This is an optimization exercise on Yosys and OpenROAD, whose aim is small area, not a production implementation.
The RTL was checked by simulation tests, not by an equivalence proof against the original design.
No activity file was given, so power comes from the tool's default toggle rates.

==> inputs of run a <==
## pms_codec
module pms_codec #(
    parameter STRICT_LEN = 0
) (
    input             clk,
    input             rst,         
    input             req_valid,
    input      [31:0] req,
    output reg        rsp_valid,
    output reg [15:0] rsp_data
);
Settings: LEC_CHECK=0, CAP_MARGIN=20, CORE_MARGIN=2, CORE_UTILIZATION=40, SLEW_MARGIN=20, SYNTH_HIERARCHICAL=1; clock period 12.0 ns.
standard.sh (not shown) runs the stock make flow with config.mk's settings and CLKGATE_MAP_FILE= SYNTH_SCRIPT=/design/flow/synth_recipe.tcl, a recipe that flattens the netlist after the stock synthesis.
==> flow/flow/run.sh <==
#!/bin/bash
# Standard layout, with two changes made through ORFS's own variables:
#  * the port buffers are sky130_fd_sc_hd__buf_1 (every port still gets one);
#  * clock tree synthesis runs without dummy loads.
# Each step's full output is in orfs/logs/; make's own output is in make.log.
set -euo pipefail
cts_args="-sink_clustering_enable -repair_clock_nets -dont_use_dummy_load"
cts_args="$cts_args -buf_list sky130_fd_sc_hd__clkbuf_2 -sink_clustering_size 6 -sink_clustering_max_diameter 30"
bash standard.sh \
    "BUFFER_PORTS_ARGS=-buffer_cell sky130_fd_sc_hd__buf_1" \
    "CTS_ARGS=$cts_args" \
    finish > make.log 2>&1
==> run b: changes against run a <==
--- a/flow/design.v
+++ b/flow/design.v
@@ -87,15 +87,15 @@
                              .s(acc_nxt[ga]), .co(acc_c[ga + 1]));
             else
                 pms_ha u_ha (.a(acc_a[ga]), .b(acc_c[ga]), .s(acc_nxt[ga]), .co(acc_c[ga + 1]));
         end
     endgenerate
     always @(posedge clk)
         acc <= acc_nxt;
-    wire shift_in = push_in && (rx_cnt[4:0] >= 5'd4) && (rx_cnt[4:0] <= 5'd27);
+    wire shift_in = push_in && (rx_cnt[4:2] != 3'b111);
     integer i;
     always @(posedge clk) begin
         if (shift_in) begin
             for (i = 0; i < 23; i = i + 1)
                 stage[i] <= stage[i + 1];
             stage[23] <= byte_in;
         end
@@ -146,17 +146,17 @@
     pms_ha    u_cs3 (.a(cs_s[3]), .b(cs_q3), .s(tx_csum[3]), .co(cs_q4));
     pms_xnor2 u_cs4 (.a(cs_s[4]), .b(cs_q4), .y(tx_csum[4]));
     pms_xnor2 u_cs5 (.a(cs_s[5]), .b(cs_q5), .y(tx_csum[5]));
     pms_xnor2 u_cs6 (.a(cs_s[6]), .b(cs_q6), .y(tx_csum[6]));
     pms_ha    u_cs7 (.a(cs_s[7]), .b(cs_q7), .s(tx_csum[7]), .co(cs_q8));
     pms_xnor2 u_cs8 (.a(cs_c[8]), .b(cs_q8), .y(tx_csum[8]));
     assign tx_csum[9] = cs_c[8] | cs_q8;
-    reg [5:0] rd_num;
-    always @(posedge clk) begin
-        rd_num <= req[5:0];
+    reg [4:0] rd_num;
+    always @(posedge clk) begin
+        rd_num <= {req[4], req[4] ? req[3] : req[5], req[2:0]};
         if (rst)
             rsp_valid <= 1'b0;
         else
             rsp_valid <= is_regrd;
     end
     wire [11:0] sm;                  
     wire [6:0]  st;                  
@@ -166,21 +166,21 @@
         for (gs = 0; gs < 12; gs = gs + 1) begin : g_sm
             if (gs < 8)
                 assign sm[gs] = rd_num[4] && !rd_num[3] && (rd_num[2:0] == gs);
             else
                 assign sm[gs] = rd_num[4] && rd_num[3] && (rd_num[1:0] == gs - 8);
         end
         for (gs = 0; gs < 6; gs = gs + 1) begin : g_st
-            assign st[gs] = !rd_num[4] && rd_num[5] && (rd_num[2:0] == gs);
-        end
-    endgenerate
-    assign st[6] = !rd_num[4] && rd_num[5] && (rd_num[2:1] == 2'b11);
-    assign ss[0] = !rd_num[4] && !rd_num[5] && (rd_num[1:0] == 2'd0);
-    assign ss[1] = !rd_num[4] && !rd_num[5] && (rd_num[1:0] == 2'd1);
-    assign ss[2] = !rd_num[4] && !rd_num[5] && rd_num[1];
+            assign st[gs] = !rd_num[4] && rd_num[3] && (rd_num[2:0] == gs);
+        end
+    endgenerate
+    assign st[6] = !rd_num[4] && rd_num[3] && (rd_num[2:1] == 2'b11);
+    assign ss[0] = !rd_num[4] && !rd_num[3] && (rd_num[1:0] == 2'd0);
+    assign ss[1] = !rd_num[4] && !rd_num[3] && (rd_num[1:0] == 2'd1);
+    assign ss[2] = !rd_num[4] && !rd_num[3] && rd_num[1];
     genvar gb, gk;
     generate
         for (gb = 0; gb < 8; gb = gb + 1) begin : g_hi
             wire [3:0] n;
             for (gk = 0; gk < 4; gk = gk + 1) begin : g_k
                 pms_aoi222 u_aoi (
                     .a1(sm[3 * gk]),     .a2(meas[3 * gk][8 + gb]),
==> flow/flow/run.sh (replaced) <==
#!/bin/bash
# Standard layout, with two changes made through ORFS's own variables:
#  * the port buffers are sky130_fd_sc_hd__buf_1 (every port still gets one);
#  * clock tree synthesis runs without dummy loads, with clkbuf_4 buffers
#    driving sink clusters of at most 10 flip-flops within 45 um.
# Each step's full output is in orfs/logs/; make's own output is in make.log.
set -euo pipefail
cts_args="-sink_clustering_enable -repair_clock_nets -dont_use_dummy_load"
cts_args="$cts_args -buf_list sky130_fd_sc_hd__clkbuf_4 -sink_clustering_size 10 -sink_clustering_max_diameter 45"
bash standard.sh \
    "BUFFER_PORTS_ARGS=-buffer_cell sky130_fd_sc_hd__buf_1" \
    "CTS_ARGS=$cts_args" \
    finish > make.log 2>&1
==> flow/config.mk (replaced) <==
export PLATFORM = sky130hd
export DESIGN_NAME = pms_codec
export DESIGN_NICKNAME = pms_codec
export VERILOG_FILES = /design/flow/design.v
export SDC_FILE = /design/flow/constraint.sdc
export NUM_CORES = 4
export LEC_CHECK = 0
export CAP_MARGIN = 20
export CORE_MARGIN = 2
export CORE_UTILIZATION = 80
export SLEW_MARGIN = 20
export SYNTH_HIERARCHICAL = 1
==> run c: changes against run a <==
--- a/flow/design.v
+++ b/flow/design.v
@@ -87,15 +87,15 @@
                              .s(acc_nxt[ga]), .co(acc_c[ga + 1]));
             else
                 pms_ha u_ha (.a(acc_a[ga]), .b(acc_c[ga]), .s(acc_nxt[ga]), .co(acc_c[ga + 1]));
         end
     endgenerate
     always @(posedge clk)
         acc <= acc_nxt;
-    wire shift_in = push_in && (rx_cnt[4:0] >= 5'd4) && (rx_cnt[4:0] <= 5'd27);
+    wire shift_in = push_in && (rx_cnt[4:2] != 3'b111);
     integer i;
     always @(posedge clk) begin
         if (shift_in) begin
             for (i = 0; i < 23; i = i + 1)
                 stage[i] <= stage[i + 1];
             stage[23] <= byte_in;
         end
@@ -146,17 +146,17 @@
     pms_ha    u_cs3 (.a(cs_s[3]), .b(cs_q3), .s(tx_csum[3]), .co(cs_q4));
     pms_xnor2 u_cs4 (.a(cs_s[4]), .b(cs_q4), .y(tx_csum[4]));
     pms_xnor2 u_cs5 (.a(cs_s[5]), .b(cs_q5), .y(tx_csum[5]));
     pms_xnor2 u_cs6 (.a(cs_s[6]), .b(cs_q6), .y(tx_csum[6]));
     pms_ha    u_cs7 (.a(cs_s[7]), .b(cs_q7), .s(tx_csum[7]), .co(cs_q8));
     pms_xnor2 u_cs8 (.a(cs_c[8]), .b(cs_q8), .y(tx_csum[8]));
     assign tx_csum[9] = cs_c[8] | cs_q8;
-    reg [5:0] rd_num;
-    always @(posedge clk) begin
-        rd_num <= req[5:0];
+    reg [4:0] rd_num;
+    always @(posedge clk) begin
+        rd_num <= {req[4], req[4] ? req[3] : req[5], req[2:0]};
         if (rst)
             rsp_valid <= 1'b0;
         else
             rsp_valid <= is_regrd;
     end
     wire [11:0] sm;                  
     wire [6:0]  st;                  
@@ -166,21 +166,21 @@
         for (gs = 0; gs < 12; gs = gs + 1) begin : g_sm
             if (gs < 8)
                 assign sm[gs] = rd_num[4] && !rd_num[3] && (rd_num[2:0] == gs);
             else
                 assign sm[gs] = rd_num[4] && rd_num[3] && (rd_num[1:0] == gs - 8);
         end
         for (gs = 0; gs < 6; gs = gs + 1) begin : g_st
-            assign st[gs] = !rd_num[4] && rd_num[5] && (rd_num[2:0] == gs);
-        end
-    endgenerate
-    assign st[6] = !rd_num[4] && rd_num[5] && (rd_num[2:1] == 2'b11);
-    assign ss[0] = !rd_num[4] && !rd_num[5] && (rd_num[1:0] == 2'd0);
-    assign ss[1] = !rd_num[4] && !rd_num[5] && (rd_num[1:0] == 2'd1);
-    assign ss[2] = !rd_num[4] && !rd_num[5] && rd_num[1];
+            assign st[gs] = !rd_num[4] && rd_num[3] && (rd_num[2:0] == gs);
+        end
+    endgenerate
+    assign st[6] = !rd_num[4] && rd_num[3] && (rd_num[2:1] == 2'b11);
+    assign ss[0] = !rd_num[4] && !rd_num[3] && (rd_num[1:0] == 2'd0);
+    assign ss[1] = !rd_num[4] && !rd_num[3] && (rd_num[1:0] == 2'd1);
+    assign ss[2] = !rd_num[4] && !rd_num[3] && rd_num[1];
     genvar gb, gk;
     generate
         for (gb = 0; gb < 8; gb = gb + 1) begin : g_hi
             wire [3:0] n;
             for (gk = 0; gk < 4; gk = gk + 1) begin : g_k
                 pms_aoi222 u_aoi (
                     .a1(sm[3 * gk]),     .a2(meas[3 * gk][8 + gb]),
==> flow/flow/run.sh (replaced) <==
#!/bin/bash
# Standard layout, with two changes made through ORFS's own variables:
#  * the port buffers are sky130_fd_sc_hd__buf_1 (every port still gets one);
#  * clock tree synthesis runs without dummy loads, with clkbuf_4 buffers
#    driving sink clusters of at most 10 flip-flops within 45 um.
# Each step's full output is in orfs/logs/; make's own output is in make.log.
set -euo pipefail
cts_args="-sink_clustering_enable -repair_clock_nets -dont_use_dummy_load"
cts_args="$cts_args -buf_list sky130_fd_sc_hd__clkbuf_4 -sink_clustering_size 10 -sink_clustering_max_diameter 45"
bash standard.sh \
    "BUFFER_PORTS_ARGS=-buffer_cell sky130_fd_sc_hd__buf_1" \
    "CTS_ARGS=$cts_args" \
    finish > make.log 2>&1
==> flow/config.mk (replaced) <==
export PLATFORM = sky130hd
export DESIGN_NAME = pms_codec
export DESIGN_NICKNAME = pms_codec
export VERILOG_FILES = /design/flow/design.v
export SDC_FILE = /design/flow/constraint.sdc
export NUM_CORES = 4
export LEC_CHECK = 0
export CAP_MARGIN = 20
export CORE_MARGIN = 2
export CORE_UTILIZATION = 50
export SLEW_MARGIN = 20
export SYNTH_HIERARCHICAL = 1
==> run d: changes against run a <==
--- a/flow/design.v
+++ b/flow/design.v
@@ -29,72 +29,70 @@
     reg [15:0] meas  [0:11];
     wire cnt_full = rx_cnt[5];               
     wire push_in  = is_push && !cnt_full;
     wire at0      = (rx_cnt[4:0] == 5'd0);
     wire at1      = (rx_cnt[4:0] == 5'd1);
     wire at30     = (rx_cnt[4:0] == 5'd30);
     wire at31     = (rx_cnt[4:0] == 5'd31);
-    wire m_st1  = (byte_in == START1);
-    wire m_st2  = (byte_in == START2);
-    wire m_cshi = (byte_in == {3'd0, acc[12:8]});
-    wire m_cslo = (byte_in == acc[7:0]);
-    wire match  = at0 ? m_st1 : at1 ? m_st2 : at30 ? m_cshi : at31 ? m_cslo : 1'b1;
-    wire good_nxt = (at0 || good) && match;
+    reg [7:0] exp_b;
+    always @(*) begin
+        exp_b = acc[7:0];
+        if (at0)       exp_b = START1;
+        else if (at1)  exp_b = START2;
+        else if (at30) exp_b = {3'd0, acc[12:8]};
+    end
+    wire checked  = at0 || at1 || at30 || at31;
+    wire match    = (byte_in == exp_b);
+    wire good_nxt = (at0 || good) && (!checked || match);
     wire frame_ok = cnt_full && !rx_ovf && good;
     always @(posedge clk) begin
         if (rst) begin
+            rx_cnt <= 6'd0;
             rx_ovf <= 1'b0;
             d_done <= 1'b0;
             d_ok   <= 1'b0;
         end else if (is_push) begin
-            if (cnt_full)
+            if (!cnt_full)
+                rx_cnt <= rx_cnt + 6'd1;
+            else
                 rx_ovf <= 1'b1;
         end else if (is_clr) begin
+            rx_cnt <= 6'd0;
             rx_ovf <= 1'b0;
         end else if (is_decode) begin
             d_done <= 1'b1;
             d_ok   <= frame_ok;
+            rx_cnt <= 6'd0;
             rx_ovf <= 1'b0;
         end
     end
-    wire       cnt_clr = rst || is_clr || is_decode;
-    wire [5:0] cnt_t;
-    wire [4:0] cnt_s;
-    assign cnt_t[0] = push_in;
-    genvar gn;
-    generate
-        for (gn = 0; gn < 5; gn = gn + 1) begin : g_cnt
-            pms_ha u_ha (.a(rx_cnt[gn]), .b(cnt_t[gn]), .s(cnt_s[gn]), .co(cnt_t[gn + 1]));
-        end
-    endgenerate
-    always @(posedge clk)
-        rx_cnt <= {6{!cnt_clr}} & {rx_cnt[5] | cnt_t[5], cnt_s};
     always @(posedge clk) begin
         if (push_in)
             good <= good_nxt;
     end
     wire [12:0] acc_a = acc & {13{!at0}};
-    wire [7:0]  acc_b = byte_in & {8{push_in && !at30 && !at31}};
     wire [13:0] acc_c;
     wire [12:0] acc_nxt;
     assign acc_c[0] = 1'b0;
     genvar ga;
     generate
         for (ga = 0; ga < 13; ga = ga + 1) begin : g_acc
             if (ga == 0)
-                pms_ha u_ha (.a(acc_a[ga]), .b(acc_b[ga]), .s(acc_nxt[ga]), .co(acc_c[ga + 1]));
+                pms_ha u_ha (.a(acc_a[ga]), .b(byte_in[ga]), .s(acc_nxt[ga]), .co(acc_c[ga + 1]));
             else if (ga < 8)
-                pms_fa u_fa (.a(acc_a[ga]), .b(acc_b[ga]), .c(acc_c[ga]),
+                pms_fa u_fa (.a(acc_a[ga]), .b(byte_in[ga]), .c(acc_c[ga]),
                              .s(acc_nxt[ga]), .co(acc_c[ga + 1]));
             else
                 pms_ha u_ha (.a(acc_a[ga]), .b(acc_c[ga]), .s(acc_nxt[ga]), .co(acc_c[ga + 1]));
         end
     endgenerate
-    always @(posedge clk)
-        acc <= acc_nxt;
+    always @(posedge clk) begin
+        if (push_in && !at30 && !at31)
+            acc <= acc_nxt;
+    end
     wire shift_in = push_in && (rx_cnt[4:0] >= 5'd4) && (rx_cnt[4:0] <= 5'd27);
     integer i;
     always @(posedge clk) begin
         if (shift_in) begin
             for (i = 0; i < 23; i = i + 1)
                 stage[i] <= stage[i + 1];
             stage[23] <= byte_in;
==> flow/flow/run.sh (replaced) <==
#!/bin/bash
# Standard layout, with two changes made through ORFS's own variables:
#  * the port buffers are sky130_fd_sc_hd__buf_1 (every port still gets one);
#  * clock tree synthesis runs without dummy loads.
# Each step's full output is in orfs/logs/; make's own output is in make.log.
set -euo pipefail
cts_args="-sink_clustering_enable -repair_clock_nets -dont_use_dummy_load"
cts_args="$cts_args -buf_list sky130_fd_sc_hd__clkbuf_8 -sink_clustering_size 25 -sink_clustering_max_diameter 50"
bash standard.sh \
    "BUFFER_PORTS_ARGS=-buffer_cell sky130_fd_sc_hd__buf_1" \
    "CTS_ARGS=$cts_args" \
    finish > make.log 2>&1
==> flow/config.mk (replaced) <==
export PLATFORM = sky130hd
export DESIGN_NAME = pms_codec
export DESIGN_NICKNAME = pms_codec
export VERILOG_FILES = /design/flow/design.v
export SDC_FILE = /design/flow/constraint.sdc
export NUM_CORES = 4
export LEC_CHECK = 0
export CAP_MARGIN = 20
export CORE_MARGIN = 2
export CORE_UTILIZATION = 70
export SLEW_MARGIN = 20
export SYNTH_HIERARCHICAL = 1
==> notes <==
Core utilization, highest first: run b, run d, run c, run a.
In critical path depth, run a and run c do not differ.
Between run c and run a, the lower flip-flop and latch count is in run c (gap 1).
The highest worst hold slack belongs to run d, the lowest to run a.
Final cell count, highest first: run a, run c, run d, run b.
In run a the power is higher than in run c, by about 1.8%.
Die area: run a > run c > run d > run b.
Register-to-register slack is about the same in run b and run c.
First-iteration DRC count: run a < run c < run d < run b.
Global-route usage, highest first: run b, run d, run c, run a.

## static timing again, ports no longer ideal
The results above use ideal ports. As a check the final layouts listed here were re-extracted and re-timed, cells and wires unchanged. Step 1, drivers: a clkbuf_16 drives clk and a buf_2 each remaining input, both assumed. Step 2 times the ports against the registers' clock, not the clock port: input delays grow and output delays shrink by t, the midpoint of the rising clock arrivals with the driver on. a / b / c = ideal / step 1 / step 2; a / b = the first two.
| run | t (ns) | setup slack, ns | worst setup path at the end | latest minus earliest clock arrival (ns) | worst data-port slew with drivers (ns) |
|---|---|---|---|---|---|
| run a | 0.865 | 3.799 / 3.757 / 4.622 | register to output | 0.155 / 0.155 | 0.03 |
| run b | 0.689 | 4.052 / 4.012 / 4.584 | input to register | 0.058 / 0.058 | 0.04 |
| run c | 0.704 | 4.190 / 4.145 / 4.548 | input to register | 0.094 / 0.095 | 0.07 |
| run d | 0.583 | 4.179 / 4.132 / 4.715 | register to output | 0.062 / 0.062 | 0.07 |
After both steps setup and hold are still met in every run listed.
